This design comes from an exercise in tuning for small area, a short achievable clock period and few clock cycles on the open sky130 flow, not from production work.
The RTL was checked by simulation tests, not by an equivalence proof against the original design.
Power and IR drop assume default switching activity.

// openlst_rf_codec
module openlst_rf_codec (
    input  wire        clk,
    input  wire        rst,
    input  wire [15:0] self_id,
    input  wire        fwd_en,
    input  wire        rx_valid,
    input  wire [7:0]  rx_data,
    output wire        rx_ready,
    output wire        pay_valid,
    output wire [7:0]  pay_data,
    output wire        res_valid,
    output wire [1:0]  res_status,
    output wire [1:0]  res_route,
    output wire [7:0]  res_len,
    output wire [15:0] res_dev_id,
    output wire [15:0] res_seq,
    output wire [7:0]  res_subsys,
    output wire [7:0]  res_opcode,
    output wire        res_fbit,
    input  wire        tx_valid,
    input  wire [7:0]  tx_data,
    input  wire        tx_fbit,
    output wire        tx_ready,
    output wire        pkt_valid,
    output wire [7:0]  pkt_data,
    input  wire        pkt_ready,
    output wire [31:0] cnt_good,
    output wire [31:0] cnt_rej_crc,
    output wire [31:0] cnt_rej_other,
    output wire [31:0] cnt_sent
);
For scale: ~1300 cells after synthesis, ~250 I/O pins, roughly 14000 um^2 of cells after synthesis.
clock: 5.0 ns
lec_check: 0
cap_margin: 20
core_margin: 2
core_utilization: 70
cts_cluster_diameter: 100
cts_cluster_size: 30
place_density: 0.8
setup_slack_margin: 2.7
slew_margin: 20
standard.sh (not shown) runs the stock make flow with config.mk's settings and CLKGATE_MAP_FILE= SYNTH_SCRIPT=/design/flow/synth_recipe.tcl, a recipe that flattens the netlist after the stock synthesis.
==> flow/flow/run.sh <==
#!/bin/bash
# Standard layout, with the port buffers made from buf_2 cells.
set -euo pipefail
export BUFFER_PORTS_ARGS="-buffer_cell sky130_fd_sc_hd__buf_2"
bash standard.sh > flow_standard.log 2>&1
Testbench counts at the start, summed over its fixed seeds: cycles 102,794.
==> next run, changes <==
CORE_UTILIZATION = 60   (was 70)
PLACE_DENSITY = 0.75   (was 0.8)
SETUP_SLACK_MARGIN = 2.9   (was 2.7)
- final cell count is higher by 4.1%
- hold slack gets better by 0.015 ns
- first-iteration DRC count goes down by 18%
- area after synthesis does not change
- global-route usage goes down by 4.3 points
- via count fell by 1.3%

* * *

== nickel ==
openlst_rf_codec again, from the RTL that the note above started with.
// openlst_rf_codec
module openlst_rf_codec (
    input  wire        clk,
    input  wire        rst,
    input  wire [15:0] self_id,
    input  wire        fwd_en,
    input  wire        rx_valid,
    input  wire [7:0]  rx_data,
    output wire        rx_ready,
    output wire        pay_valid,
    output wire [7:0]  pay_data,
    output wire        res_valid,
    output wire [1:0]  res_status,
    output wire [1:0]  res_route,
    output wire [7:0]  res_len,
    output wire [15:0] res_dev_id,
    output wire [15:0] res_seq,
    output wire [7:0]  res_subsys,
    output wire [7:0]  res_opcode,
    output wire        res_fbit,
    input  wire        tx_valid,
    input  wire [7:0]  tx_data,
    input  wire        tx_fbit,
    output wire        tx_ready,
    output wire        pkt_valid,
    output wire [7:0]  pkt_data,
    input  wire        pkt_ready,
    output wire [31:0] cnt_good,
    output wire [31:0] cnt_rej_crc,
    output wire [31:0] cnt_rej_other,
    output wire [31:0] cnt_sent
);
    openlst_rf_rx #(.SUBSYS_RADIO(8'h01)) u_rx (
        .clk(clk), .rst(rst), .self_id(self_id), .fwd_en(fwd_en),
        .rx_valid(rx_valid), .rx_data(rx_data), .rx_ready(rx_ready),
        .pay_valid(pay_valid), .pay_data(pay_data),
        .res_valid(res_valid), .res_status(res_status), .res_route(res_route),
        .res_len(res_len), .res_dev_id(res_dev_id), .res_seq(res_seq),
        .res_subsys(res_subsys), .res_opcode(res_opcode), .res_fbit(res_fbit),
        .cnt_good(cnt_good), .cnt_rej_crc(cnt_rej_crc), .cnt_rej_other(cnt_rej_other)
    );
    openlst_rf_tx u_tx (
        .clk(clk), .rst(rst),
        .tx_valid(tx_valid), .tx_data(tx_data), .tx_fbit(tx_fbit), .tx_ready(tx_ready),
        .pkt_valid(pkt_valid), .pkt_data(pkt_data), .pkt_ready(pkt_ready),
        .cnt_sent(cnt_sent)
    );
endmodule
==> flow/config.mk <==
export PLATFORM = sky130hd
export DESIGN_NAME = openlst_rf_codec
export DESIGN_NICKNAME = openlst_rf_codec
export VERILOG_FILES = /design/flow/design.v
export SDC_FILE = /design/flow/constraint.sdc
export NUM_CORES = 4
export LEC_CHECK = 0
export CAP_MARGIN = 20
export CORE_MARGIN = 2
export CORE_UTILIZATION = 40
export CTS_CLUSTER_DIAMETER = 100
export CTS_CLUSTER_SIZE = 30
export PLACE_DENSITY = 0.6
export SETUP_SLACK_MARGIN = 2.8
export SLEW_MARGIN = 20
==> flow/constraint.sdc <==
create_clock -name core_clock -period 5.0 [get_ports {clk}]
set_input_delay 1.0000 -clock core_clock [delete_from_list [all_inputs] [get_ports {clk}]]
set_output_delay 1.0000 -clock core_clock [all_outputs]
set_load 0.01 [all_outputs]
Scripts as last shown in full above: flow/flow/run.sh
Testbench counts of nickel, summed over its fixed seeds: cycles 102,794.
Relative to nickel, the following input files were edited for willow:
-- flow/config.mk --
<<< nickel, line 11
export CTS_CLUSTER_DIAMETER = 100
export CTS_CLUSTER_SIZE = 30
>>> willow, line 11
--- outcome ---
Against nickel as the reference, willow delivers a lower post-route clock period utilization.
Summary — fraction of area in clock buffers and inverters, willow relative to nickel: higher, by 4.0 points.
willow finished all stages; the layout is clean.
willow does worse than nickel on peak ir drop on the vdd network.
The fraction of met1 tracks used by global routing was comparable across willow and nickel.
Area taken by multi-input logic gates: nickel vs willow, no meaningful difference
The highest achievable clock rate in willow sits 0.0019 GHz above the value recorded for nickel.
Of willow and nickel, the higher sequential share of layout area belongs to nickel.
Edits applied to the flow inputs when going from willow to zinc:
-- flow/config.mk --
<<< willow, line 8
>>> zinc, line 8
export ABC_CLOCK_PERIOD_IN_PS = 2000
<<< willow, line 10
export CORE_UTILIZATION = 40
export PLACE_DENSITY = 0.6
>>> zinc, line 11
export CORE_UTILIZATION = 70
export CTS_CLUSTER_DIAMETER = 100
export CTS_CLUSTER_SIZE = 30
export PLACE_DENSITY = 0.8
Notes after the runs:
Taking willow as the reference, in zinc number of vias per cell after detailed routing went up by about 17%; area taken by flip-flops and latches was more or less identical; number of placed instances with taps included went down by 191; met1 track utilization from global routing went up by 14 points. zinc completed end to end with timing, DRC and antenna clean. Looking at critical path startpoint, the u_rx.crc[15] result is from willow; the u_rx.dev_id[2] one comes from zinc. Going from willow to zinc, length of routed met3 wiring grows by 260 um. Going from willow to zinc, non-clock buffer count shrank by a few percent.
Input changes introduced in garnet (baseline for comparison: zinc):
-- flow/config.mk --
<<< zinc, line 8
export ABC_CLOCK_PERIOD_IN_PS = 2000
>>> garnet, line 8
<<< zinc, line 11
export CORE_UTILIZATION = 70
>>> garnet, line 10
export CORE_UTILIZATION = 60
<<< zinc, line 14
export PLACE_DENSITY = 0.8
>>> garnet, line 13
export PLACE_DENSITY = 0.75
Quantity of I/O buffers inserted on ports came out exactly the same in garnet and zinc.
Layout cell share with drive strength beyond 1 in garnet vs zinc: up 0.77 points
Comparing garnet and zinc, the lower switching power as a share of total power is on garnet.
Higher initial DRC count among garnet and zinc: zinc
Max freq zinc -> garnet: improved
Relative to zinc, the final RePlAce weighted congestion measured on garnet has decreased slightly.
Total detailed-routing wirelength (garnet vs. zinc) decreases by a few percent
[compare] base=zinc new=garnet: relative slew slack saw an increase, tap cell instance count went up 20.
For delta, these inputs were changed with respect to garnet:
-- flow/config.mk --
<<< garnet, line 8
>>> delta, line 8
export ABC_AREA = 1
<<< garnet, line 10
export CORE_UTILIZATION = 60
>>> delta, line 11
export CORE_UTILIZATION = 40
<<< garnet, line 13
export PLACE_DENSITY = 0.75
>>> delta, line 14
export PLACE_DENSITY = 0.6
==> summary.txt <==
delta vs garnet, total standard cell area after synthesis went up by 4.8%.
delta — clock power about 6% higher, garnet as reference
The setup skew after layout of delta was superior to that of garnet.
Summary of delta over garnet: proportion of total power due to net switching now sits higher; worst reg2reg path depth now sits higher.

* * *

## run A
openlst_rf_codec, a different RTL version from the one above (not shown whole).
Size: about 1400 cells after synthesis, roughly 0.014 sq mm of cells after synthesis.
export LEC_CHECK = 0
export CAP_MARGIN = 20
export CORE_MARGIN = 2
export CORE_UTILIZATION = 40
export PLACE_DENSITY = 0.6
export SLEW_MARGIN = 20
create_clock -name core_clock -period 5.0 [get_ports {clk}]
run.sh (not shown) runs the stock make flow with config.mk's settings and CLKGATE_MAP_FILE= SYNTH_SCRIPT=/design/flow/synth_recipe.tcl, a recipe that flattens the netlist after the stock synthesis.
Stock flow here: none of the scripts above is used.
Run A was carried through to the last stage, and its layout satisfied the timing, design-rule and antenna checks.
Testbench counts of run A, summed over its fixed seeds: cycles 102,794.
Changes in run B relative to run A:
Settings: SETUP_SLACK_MARGIN now 3, previously not set.
==> comparison <==
- Clock skew ends up higher on run A.
- Summary of run B over run A: overall power after layout saw an increase, via count saw an increase, routed wire length saw an increase, portion of total power attributed to the clock network saw a decrease.
- Run A leaves less setup margin than run B.
- Compared with run A, global-route wire length before repair in run B increased by more than 10%.
Input-level comparison between run C and run B:
Settings: swapping 3 for 3.3 in SETUP_SLACK_MARGIN.
==> flow/flow/run.sh (new file) <==
#!/bin/bash
# Standard layout, with the port buffers made from buf_2 cells.
set -euo pipefail
export BUFFER_PORTS_ARGS="-buffer_cell sky130_fd_sc_hd__buf_2"
bash standard.sh > flow_standard.log 2>&1
==> flow/standard.sh (new file) <==
#!/bin/bash
# synth_recipe.tcl (not shown) runs the flow's synth.tcl, then flattens the netlist and writes it again
# the make line also repeats each setting of config.mk as NAME=value (left out here)
make -C /OpenROAD-flow-scripts/flow DESIGN_CONFIG=/design/flow/config.mk WORK_HOME=/design/flow/orfs CLKGATE_MAP_FILE= SYNTH_SCRIPT=/design/flow/synth_recipe.tcl "${@:-finish}"
removed: flow/run.sh
Between run B and run C, the achievable frequency is higher for run C.
On number of buffers other than clock buffers in the final layout: between run B and run C, it ends up lower for run B.
Any difference in clock latency reported for the late side of the worst-skew pair between run B and run C is small enough to ignore.
Comparing run B and run C, the lower cell area after layout is on run B.

==> re-timing with driven ports <==
How much do the figures lean on ideal ports? The routed layouts below were timed once more, with nothing changed but the port constraints.
Step 1 sets driving cells, clkbuf_16 on the clock port and buf_2 on the other inputs (assumed; they add their load-dependent delay and slew).
Step 2 times the ports against the registers' clock, not the clock port: input delays grow and output delays shrink by t, the midpoint of the rising clock arrivals with the driver on.
Slacks: ideal ports / drivers / drivers and shift; pairs: ideal ports / drivers.
run	t (ns)	setup WS [ns]	worst hold slack (ns)	latest minus earliest clock arrival (ns)
the first run of note 1	0.520	2.767 / 2.724 / 2.302	0.477 / 0.477 / 0.477	0.045 / 0.045
the second run of note 1	0.528	2.852 / 2.807 / 2.405	0.493 / 0.493 / 0.493	0.039 / 0.038
nickel	0.548	2.822 / 2.792 / 2.418	0.466 / 0.466 / 0.466	0.025 / 0.025
willow	0.547	2.831 / 2.779 / 2.413	0.461 / 0.461 / 0.461	0.012 / 0.012
zinc	0.534	2.797 / 2.747 / 2.420	0.506 / 0.506 / 0.506	0.045 / 0.045
garnet	0.540	2.814 / 2.766 / 2.431	0.490 / 0.490 / 0.490	0.031 / 0.031
delta	0.552	2.829 / 2.781 / 2.286	0.473 / 0.473 / 0.473	0.021 / 0.021
run A	0.549	2.164 / 2.111 / 1.785	0.476 / 0.476 / 0.476	0.031 / 0.031
run B	0.555	2.788 / 2.784 / 2.462	0.457 / 0.457 / 0.457	0.017 / 0.017
run C	0.562	2.823 / 2.822 / 2.537	0.478 / 0.478 / 0.478	0.021 / 0.020
After both steps setup and hold are still met in every run listed. The setup slack of delta, which loses most, moves by -0.048 ns with the drivers and by -0.543 ns with both steps.
